From an optimization exercise on the open Yosys and OpenROAD flow, aimed at small area; shortcuts taken in it are not production practice.
The RTL was checked by simulation tests, not by an equivalence proof against the original design.
The flow treats the clock pin as an ideal source, which a real chip does not have.
Power figures rest on the tool's default switching activity, not on a simulated workload.

== oak ==
==> flow/design.v <==
module pfrb (
    input  wire        clk,
    input  wire        rst,
    input  wire        in_valid,
    input  wire [7:0]  in_data,
    output wire        in_ready,
    input  wire        rx_fault,
    input  wire        cmd_valid,
    input  wire [8:0]  cmd,
    output reg         resp_valid,
    output reg  [46:0] resp
);
    localparam BW = 224;    
    localparam [1:0] PH_IDLE   = 2'b00;
    localparam [1:0] PH_HUNT   = 2'b10;
    localparam [1:0] PH_BODY   = 2'b11;
    localparam [1:0] PH_HALTED = 2'b01;
    reg [1:0]  phase;
    reg [4:0]  cnt;           
    reg [15:0] spd;           
    reg [15:0] prev_start;
    reg        ltf;           
    reg [207:0] sr;           
    reg [2:0]  wblk;          
    reg        rotc;
    reg [15:0] rpm_raw;
    reg        commit_q;      
    reg        rfull;         
    reg        rpm_ok;        
    reg [5:0]  snap_z;
    reg [BW*6-1:0] ring;
    reg [BW*6-1:0] snap;
    wire [2:0] op  = cmd[2:0];
    wire cmd_snap = cmd_valid && (op == 3'd1);
    wire [5:0] ring_z;
    genvar zb;
    generate
        for (zb = 0; zb < 6; zb = zb + 1) begin : g_rz
            assign ring_z[zb] = !rfull && (wblk <= zb);
        end
    endgenerate
    assign in_ready = phase[1];
    wire accept  = in_valid && in_ready && !rx_fault;
    wire in_body = phase[0];
    wire acc_body = accept && in_body;
    wire acc_hunt = accept && !in_body;
    wire commit  = acc_body && (cnt == 5'd31);
    reg [7:0] marker_byte;
    always @(*) begin
        case (cnt[1:0])
            2'd0:    marker_byte = 8'h55;
            2'd1:    marker_byte = 8'hAA;
            2'd2:    marker_byte = 8'h03;
            default: marker_byte = 8'h08;
        endcase
    end
    wire match  = (in_data == marker_byte);
    wire is55   = (in_data == 8'h55);
    wire [7:0] cmp_p = cnt[0] ? prev_start[15:8] : prev_start[7:0];
    wire       cmp_f = cnt[0] ? ltf : 1'b0;
    wire [8:0] cmp_d = {1'b0, in_data} - {1'b0, cmp_p} - {8'd0, cmp_f};
    wire       cmp_lt = cmp_d[8];
    always @(posedge clk) begin
        if (rst) begin
            phase   <= PH_IDLE;
            cnt     <= 5'd0;
            wblk    <= 3'd0;
            rotc    <= 1'b0;
            rfull   <= 1'b0;
            rpm_ok  <= 1'b0;
            snap_z  <= 6'h3f;
            commit_q <= 1'b0;
        end else begin
            commit_q <= commit;
            if (commit_q)
                rpm_ok <= 1'b1;
            if (cmd_valid && op == 3'd4 && phase == PH_IDLE)
                phase <= PH_HUNT;
            if (cmd_snap)
                snap_z <= ring_z;
            if (acc_hunt) begin
                if (match && cnt[1:0] == 2'd3) begin
                    phase <= PH_BODY;
                    cnt   <= 5'd0;
                end else if (match) begin
                    cnt   <= cnt + 5'd1;
                end else begin
                    cnt   <= {4'd0, is55};
                end
            end
            if (acc_body) begin
                cnt <= cnt + 5'd1;
            end
            if (commit) begin
                phase   <= PH_HUNT;
                wblk    <= (wblk == 3'd5) ? 3'd0 : wblk + 3'd1;
                if (wblk == 3'd5)
                    rfull <= 1'b1;
            end
            rotc <= (rotc && !cmd_snap) || (commit && ltf);
            if (rx_fault && phase != PH_HALTED)
                phase <= PH_HALTED;
        end
    end
    always @(posedge clk) begin
        if (acc_body && cnt[4:1] == 4'd1)
            ltf <= cmp_lt && !ring_z[0];
        if (acc_body && cnt == 5'd2) prev_start[7:0]  <= in_data;
        if (acc_body && cnt == 5'd3) prev_start[15:8] <= in_data;
        if (commit_q) rpm_raw <= spd;
        if (acc_body && cnt == 5'd0) spd[7:0]  <= in_data;
        if (acc_body && cnt == 5'd1) spd[15:8] <= in_data;
        if (acc_body && cnt >= 5'd4 && cnt <= 5'd29)
            sr <= {in_data, sr[207:8]};
    end
    genvar b;
    generate
        for (b = 0; b < 6; b = b + 1) begin : g_blk
            always @(posedge clk) begin
                if (commit && wblk == b)
                    ring[BW*b +: BW] <= {sr, prev_start};
                if (cmd_snap)
                    snap[BW*b +: BW] <= ring[BW*b +: BW];
            end
        end
    endgenerate
    reg [8:0] cmd_q;
    reg       rotc_q;
    always @(posedge clk) begin
        if (rst)
            resp_valid <= 1'b0;
        else
            resp_valid <= cmd_valid;
        cmd_q  <= cmd;
        rotc_q <= rotc;
    end
    wire [2:0] q_op  = cmd_q[2:0];
    wire [2:0] rb = cmd_q[8:6];
    wire [2:0] ri = cmd_q[5:3];
    wire [47:0] sel;
    wire [5:0]  bsel;
    genvar g, h;
    generate
        for (g = 0; g < 6; g = g + 1) begin : g_bsel
            assign bsel[g] = (rb == g);
            for (h = 0; h < 8; h = h + 1) begin : g_sel
                assign sel[g*8+h] = bsel[g] && (ri == h);
            end
        end
    endgenerate
    wire [2:0] in_rb = cmd[8:6];
    wire [2:0] in_ri = cmd[5:3];
    reg [31:0] raw;       
    integer kr;
    always @(*) begin
        raw = 32'd0;
        for (kr = 0; kr < 6; kr = kr + 1)
            raw = raw | ({32{in_rb == kr}} & {snap[BW*kr+208 +: 16], snap[BW*kr +: 16]});
    end
    wire [15:0] r_start = raw[15:0];
    wire [15:0] r_end   = raw[31:16];
    wire        wrap    = (r_end < r_start);
    wire [15:0] m0 = in_ri[0] ? r_end : r_start;
    wire [15:0] m1 = in_ri[1] ? r_end : r_start;
    wire [15:0] m2 = in_ri[2] ? r_end : r_start;
    wire [18:0] q  = {3'b0, r_start} + {3'b0, m0} + {2'b0, m1, 1'b0} + {1'b0, m2, 2'b0};
    reg  [20:0] c_wi;
    always @(*) begin
        case ({wrap, in_ri})
            4'b1001: c_wi = 21'd327680 - 21'd23040;
            4'b1010: c_wi = 21'd327680 - 21'd46080;
            4'b1011: c_wi = 21'd327680 - 21'd69120;
            4'b1100: c_wi = 21'd327680 - 21'd92160;
            4'b1101: c_wi = 21'd327680 - 21'd115200;
            4'b1110: c_wi = 21'd327680 - 21'd138240;
            4'b1111: c_wi = 21'd327680 - 21'd161280;
            default: c_wi = 21'd327680;
        endcase
    end
    reg [20:0] ang_q;
    always @(posedge clk)
        ang_q <= c_wi - {2'b0, q};
    reg [23:0] smp;       
    reg        blk_z;
    integer k;
    always @(*) begin
        smp   = 24'd0;
        blk_z = 1'b0;
        for (k = 0; k < 48; k = k + 1)
            smp = smp | ({24{sel[k]}} & snap[BW*(k/8) + 16 + 24*(k%8) +: 24]);
        for (k = 0; k < 6; k = k + 1) begin
            blk_z = blk_z | (bsel[k] & snap_z[k]);
        end
    end
    wire [44:0] sdata = {ang_q, smp[15:0], smp[23:16]};
    always @(*) begin
        case (q_op)
            3'd0: resp = {2'd0, 44'd0, rotc_q};
            3'd2: begin
                if (rb[2:1] == 2'b11)
                    resp = {2'd2, 45'd0};
                else if (blk_z)
                    resp = 47'd0;
                else
                    resp = {2'd0, sdata};
            end
            3'd3: resp = {2'd0, 29'd0, rpm_ok ? rpm_raw : 16'd0};
            3'd5, 3'd6, 3'd7: resp = {2'd1, 45'd0};
            default: resp = 47'd0;
        endcase
    end
endmodule
export LEC_CHECK = 0
export CAP_MARGIN = 20
export CORE_MARGIN = 2
export CORE_UTILIZATION = 70
export CTS_BUF_LIST = sky130_fd_sc_hd__clkbuf_8
export CTS_CLUSTER_DIAMETER = 50
export CTS_CLUSTER_SIZE = 16
export PLACE_DENSITY = 0.8
export SLEW_MARGIN = 20
create_clock -name core_clock -period 10.0 [get_ports {clk}]
standard.sh (not shown) runs the stock make flow with config.mk's settings and CLKGATE_MAP_FILE= SYNTH_SCRIPT=/design/flow/synth_recipe.tcl, a recipe that flattens the netlist after the stock synthesis.
==> flow/flow/run.sh <==
#!/bin/bash
# Own flow: the standard layout (standard.sh, all steps to finish) with
# these changes:
#  - synthesis: the combinational logic is mapped by ABC with an
#    area-oriented script (flow/area.abc) instead of ORFS's
#    abc_speed.script. Flip-flop mapping (dfflibmap) runs before ABC and is
#    unchanged, so the registers, their names and cell types are those of
#    the standard synthesis.
#  - CTS: the same clock_tree_synthesis call as ORFS makes from the
#    CTS_* settings, plus -dont_use_dummy_load.
#  - after global route (flow/clkfix.tcl): clock buffers whose flip-flop
#    clock pins would see a slew above 115 ps are upsized to clkbuf_16.
# Each step's full output is in orfs/logs/...; make's output in flow_make.log.
set -euo pipefail
here=$(pwd)
export MY_ABC_SCRIPT="$here/flow/area.abc"
{
  echo 'proc abc {args} {'
  echo '  set i [lsearch -exact $args -script]'
  echo '  if { $i >= 0 } { lset args [expr {$i + 1}] $::env(MY_ABC_SCRIPT) }'
  echo '  yosys abc {*}$args'
  echo '}'
  cat synth_recipe.tcl
} > my_synth.tcl
sed "s#SYNTH_SCRIPT=[^ ]*synth_recipe.tcl#SYNTH_SCRIPT=$here/my_synth.tcl#" standard.sh > my_standard.sh
grep -q "SYNTH_SCRIPT=$here/my_synth.tcl" my_standard.sh
CTS_SIZE=$(sed -n 's/^export CTS_CLUSTER_SIZE = //p' config.mk)
CTS_DIAM=$(sed -n 's/^export CTS_CLUSTER_DIAMETER = //p' config.mk)
CTS_BUFS=$(sed -n 's/^export CTS_BUF_LIST = //p' config.mk)
bash my_standard.sh \
  "CTS_ARGS=-sink_clustering_enable -repair_clock_nets -sink_clustering_size $CTS_SIZE -sink_clustering_max_diameter $CTS_DIAM -buf_list $CTS_BUFS -dont_use_dummy_load" \
  "POST_GLOBAL_ROUTE_TCL=$here/flow/clkfix.tcl" \
  finish > flow_make.log 2>&1
Other scripts of this flow, unchanged in this note and not shown: flow/flow/area.abc, flow/flow/clkfix.tcl
diff inputs: oak => pine
--- a/flow/flow/run.sh
+++ b/flow/flow/run.sh
@@ -31,3 +31,4 @@
   "CTS_ARGS=-sink_clustering_enable -repair_clock_nets -sink_clustering_size $CTS_SIZE -sink_clustering_max_diameter $CTS_DIAM -buf_list $CTS_BUFS -dont_use_dummy_load" \
   "POST_GLOBAL_ROUTE_TCL=$here/flow/clkfix.tcl" \
+  RECOVER_POWER=100 \
   finish > flow_make.log 2>&1
--- a/flow/config.mk
+++ b/flow/config.mk
@@ -6,5 +6,5 @@
 export NUM_CORES = 8
 export LEC_CHECK = 0
-export CAP_MARGIN = 20
+export CAP_MARGIN = 10
 export CORE_MARGIN = 2
 export CORE_UTILIZATION = 70
@@ -13,3 +13,3 @@
 export CTS_CLUSTER_SIZE = 16
 export PLACE_DENSITY = 0.8
-export SLEW_MARGIN = 20
+export SLEW_MARGIN = 10
==> run summary <==
- Status pine: flow complete, layout not clean - max-capacitance violations, max-slew violations
- Hold slack essentially unchanged between oak and pine.
- Delta(measured slew at the worst slew-check pin, pine - oak) > 0
- oak ended up with nor2_4 as its slowest library cell on the worst path; pine ended up with nor2_1.
- Going from oak to pine, total power divided by cell area held steady, overall power after layout held steady, total half-perimeter wirelength after legalization and detailed placement held steady, largest stage delay on the critical path grew by 1.12 ns.
- pine has less setup slack than oak.
- oak -> pine: setup TNS flat
The inputs of birch differ from those of pine as listed below.
--- a/flow/flow/run.sh
+++ b/flow/flow/run.sh
@@ -31,4 +31,3 @@
   "CTS_ARGS=-sink_clustering_enable -repair_clock_nets -sink_clustering_size $CTS_SIZE -sink_clustering_max_diameter $CTS_DIAM -buf_list $CTS_BUFS -dont_use_dummy_load" \
   "POST_GLOBAL_ROUTE_TCL=$here/flow/clkfix.tcl" \
-  RECOVER_POWER=100 \
   finish > flow_make.log 2>&1
--- a/flow/config.mk
+++ b/flow/config.mk
@@ -6,10 +6,10 @@
 export NUM_CORES = 8
 export LEC_CHECK = 0
-export CAP_MARGIN = 10
+export CAP_MARGIN = 20
 export CORE_MARGIN = 2
-export CORE_UTILIZATION = 70
+export CORE_UTILIZATION = 60
 export CTS_BUF_LIST = sky130_fd_sc_hd__clkbuf_8
 export CTS_CLUSTER_DIAMETER = 50
 export CTS_CLUSTER_SIZE = 16
-export PLACE_DENSITY = 0.8
-export SLEW_MARGIN = 10
+export PLACE_DENSITY = 0.7
+export SLEW_MARGIN = 20
--- outcome ---
- Between birch and pine, worst hold margin is higher for birch, pine comes in under that.
- pine → birch: area of all placed cells without fillers rose by 0.72%, maximum cell stage delay along the critical path fell by 0.96 ns, area after detailed placement rose by about 0.4%.
- Summary — routing usage on met2, birch relative to pine: lower, by 7.2 points.
- birch did not stop at any stage, and its layout met the timing, DRC and antenna checks.
- Looking only at routed wire length, and setting everything else aside, the higher value of birch and pine goes to birch.
- Via count in birch is 1270 below pine.
- | count of placed standard cells in the final layout, fillers left out | birch vs pine | 295 higher |
- In birch the switching power turned out about 1.8% higher than in pine.

// pfrb: RTL as listed in full above, without the edits since
clock: 10.0 ns
lec_check: 0
cap_margin: 20
core_margin: 2
core_utilization: 70
cts_buf_list: sky130_fd_sc_hd__clkbuf_8
cts_cluster_diameter: 50
cts_cluster_size: 16
place_density: 0.8
slew_margin: 20
run.sh (not shown) runs the stock make flow with config.mk's settings and CLKGATE_MAP_FILE= SYNTH_SCRIPT=/design/flow/synth_recipe.tcl, a recipe that flattens the netlist after the stock synthesis.
Stock flow here: none of the scripts above is used.
==> next run, changes <==
==> flow/flow/run.sh (new file) <==
#!/bin/bash
# Own flow: the standard layout, with one change in synthesis: the
# combinational logic is mapped by ABC with an area-oriented script
# (flow/area.abc) instead of ORFS's abc_speed.script. Flip-flop mapping
# (dfflibmap) runs before ABC and is unchanged, so the registers, their
# names and cell types are those of the standard synthesis.
set -euo pipefail
here=$(pwd)
export MY_ABC_SCRIPT="$here/flow/area.abc"
{
  echo 'proc abc {args} {'
  echo '  set i [lsearch -exact $args -script]'
  echo '  if { $i >= 0 } { lset args [expr {$i + 1}] $::env(MY_ABC_SCRIPT) }'
  echo '  yosys abc {*}$args'
  echo '}'
  cat synth_recipe.tcl
} > my_synth.tcl
sed "s#SYNTH_SCRIPT=[^ ]*synth_recipe.tcl#SYNTH_SCRIPT=$here/my_synth.tcl#" standard.sh > my_standard.sh
grep -q "SYNTH_SCRIPT=$here/my_synth.tcl" my_standard.sh
bash my_standard.sh > flow_make.log 2>&1
==> flow/flow/area.abc (new file) <==
strash
dc2
&get -n
&st
&dch -f
&nf -R 1000 -a -p
&put
==> flow/standard.sh (new file) <==
#!/bin/bash
# synth_recipe.tcl (not shown) runs the flow's synth.tcl, then flattens the netlist and writes it again
# the make line also repeats each setting of config.mk as NAME=value (left out here)
make -C /OpenROAD-flow-scripts/flow DESIGN_CONFIG=/design/flow/config.mk WORK_HOME=/design/flow/orfs CLKGATE_MAP_FILE= SYNTH_SCRIPT=/design/flow/synth_recipe.tcl "${@:-finish}"
--- a/flow/config.mk
+++ b/flow/config.mk
@@ -11,4 +11,4 @@
 export CTS_BUF_LIST = sky130_fd_sc_hd__clkbuf_8
-export CTS_CLUSTER_DIAMETER = 50
-export CTS_CLUSTER_SIZE = 16
+export CTS_CLUSTER_DIAMETER = 40
+export CTS_CLUSTER_SIZE = 14
 export PLACE_DENSITY = 0.8
removed: flow/run.sh
Result: The changed run finished clean. Critical path depth rises by 1. Power climbs by 7.2%. Final area rose by about 0.7%. Synthesized cell count falls by 6.4%. Worst setup slack improves by 0.0092 ns. Clock-buffer cell count increases by 88. Global-route usage goes up by 1.0 points. Clock skew is higher by 0.015 ns. Routed wire length came out higher by about 1.7%. Register-to-register slack is worse by 0.10 ns. Non-clock buffer count is higher by 2.
==> next run, changes <==
==> flow/run.sh (new file) <==
#!/bin/bash
# synth_recipe.tcl (not shown) runs the flow's synth.tcl, then flattens the netlist and writes it again
# the make line also repeats each setting of config.mk as NAME=value (left out here)
make -C /OpenROAD-flow-scripts/flow DESIGN_CONFIG=/design/flow/config.mk WORK_HOME=/design/flow/orfs CLKGATE_MAP_FILE= SYNTH_SCRIPT=/design/flow/synth_recipe.tcl finish
--- a/flow/config.mk
+++ b/flow/config.mk
@@ -10,5 +10,5 @@
 export CORE_UTILIZATION = 70
-export CTS_BUF_LIST = sky130_fd_sc_hd__clkbuf_8
-export CTS_CLUSTER_DIAMETER = 40
-export CTS_CLUSTER_SIZE = 14
+export CTS_BUF_LIST = sky130_fd_sc_hd__clkbuf_16
+export CTS_CLUSTER_DIAMETER = 60
+export CTS_CLUSTER_SIZE = 24
 export PLACE_DENSITY = 0.8
removed: flow/flow/run.sh
removed: flow/flow/area.abc
removed: flow/standard.sh
- The changed run passed the timing, DRC and antenna checks
- total power shrinks by 1.2%
- synthesized cell count grows by 6.8%
- routed wire length grows by 5.6%
- worst setup slack gets worse by 0.13 ns
- synthesized area grows by 1.8%
- fmax shrinks by 1.7%
- worst hold slack gets better by 0.010 ns
- sequential power hardly moves
- cell area is about the same
==> next run, changes <==
==> flow/flow/run.sh (new file) <==
#!/bin/bash
# Own flow: the standard layout, with one change in synthesis: the
# combinational logic is mapped by ABC with an area-oriented script
# (flow/area.abc) instead of ORFS's abc_speed.script. Flip-flop mapping
# (dfflibmap) runs before ABC and is unchanged, so the registers, their
# names and cell types are those of the standard synthesis.
set -euo pipefail
here=$(pwd)
export MY_ABC_SCRIPT="$here/flow/area.abc"
{
  echo 'proc abc {args} {'
  echo '  set i [lsearch -exact $args -script]'
  echo '  if { $i >= 0 } { lset args [expr {$i + 1}] $::env(MY_ABC_SCRIPT) }'
  echo '  yosys abc {*}$args'
  echo '}'
  cat synth_recipe.tcl
} > my_synth.tcl
sed "s#SYNTH_SCRIPT=[^ ]*synth_recipe.tcl#SYNTH_SCRIPT=$here/my_synth.tcl#" standard.sh > my_standard.sh
grep -q "SYNTH_SCRIPT=$here/my_synth.tcl" my_standard.sh
bash my_standard.sh > flow_make.log 2>&1
==> flow/flow/area.abc (new file) <==
strash
dc2
&get -n
&st
&dch -f
&nf -R 1000 -a -p
&put
==> flow/standard.sh (new file) <==
#!/bin/bash
# synth_recipe.tcl (not shown) runs the flow's synth.tcl, then flattens the netlist and writes it again
# the make line also repeats each setting of config.mk as NAME=value (left out here)
make -C /OpenROAD-flow-scripts/flow DESIGN_CONFIG=/design/flow/config.mk WORK_HOME=/design/flow/orfs CLKGATE_MAP_FILE= SYNTH_SCRIPT=/design/flow/synth_recipe.tcl "${@:-finish}"
--- a/flow/config.mk
+++ b/flow/config.mk
@@ -10,5 +10,5 @@
 export CORE_UTILIZATION = 70
-export CTS_BUF_LIST = sky130_fd_sc_hd__clkbuf_16
-export CTS_CLUSTER_DIAMETER = 60
-export CTS_CLUSTER_SIZE = 24
+export CTS_BUF_LIST = sky130_fd_sc_hd__clkbuf_8
+export CTS_CLUSTER_DIAMETER = 30
+export CTS_CLUSTER_SIZE = 16
 export PLACE_DENSITY = 0.8
removed: flow/run.sh
Effect: First-iteration DRC count grows by 27%; register-to-register slack got worse by 0.19 ns; count of clock-buffer cells in the layout grows by 288.

==> afterwards: timing with drivers on the ports <==
The results above use ideal ports. As a check the final layouts listed here were re-extracted and re-timed, cells and wires unchanged. Step 1, drivers: a clkbuf_16 drives clk and a buf_2 each remaining input, both assumed. Step 2, shift: input delay + t, output delay - t, t = (earliest + latest rising clock arrival at the registers) / 2. This alone moves slack from input paths to output paths. Slacks: ideal ports / drivers / drivers and shift; pairs: ideal ports / drivers.
run	t, ns	setup WS [ns]	hold slack, ns
oak	1.046	2.204 / 2.131 / 1.211	0.356 / 0.356 / 0.356
pine	1.038	0.924 / 0.849 / 0.218	0.354 / 0.354 / 0.354
birch	1.034	1.812 / 1.732 / 1.306	0.378 / 0.378 / 0.378
the first run of note 2	1.050	2.075 / 1.997 / 1.338	0.369 / 0.369 / 0.369
the second run of note 2	1.107	2.084 / 2.012 / 1.253	0.372 / 0.372 / 0.372
the third run of note 2	0.893	1.951 / 1.866 / 1.283	0.382 / 0.382 / 0.382
the fourth run of note 2	1.142	1.879 / 1.805 / 1.187	0.355 / 0.355 / 0.355
The setup slack of oak, which loses most, moves by -0.073 ns with the drivers and by -0.993 ns with both steps.
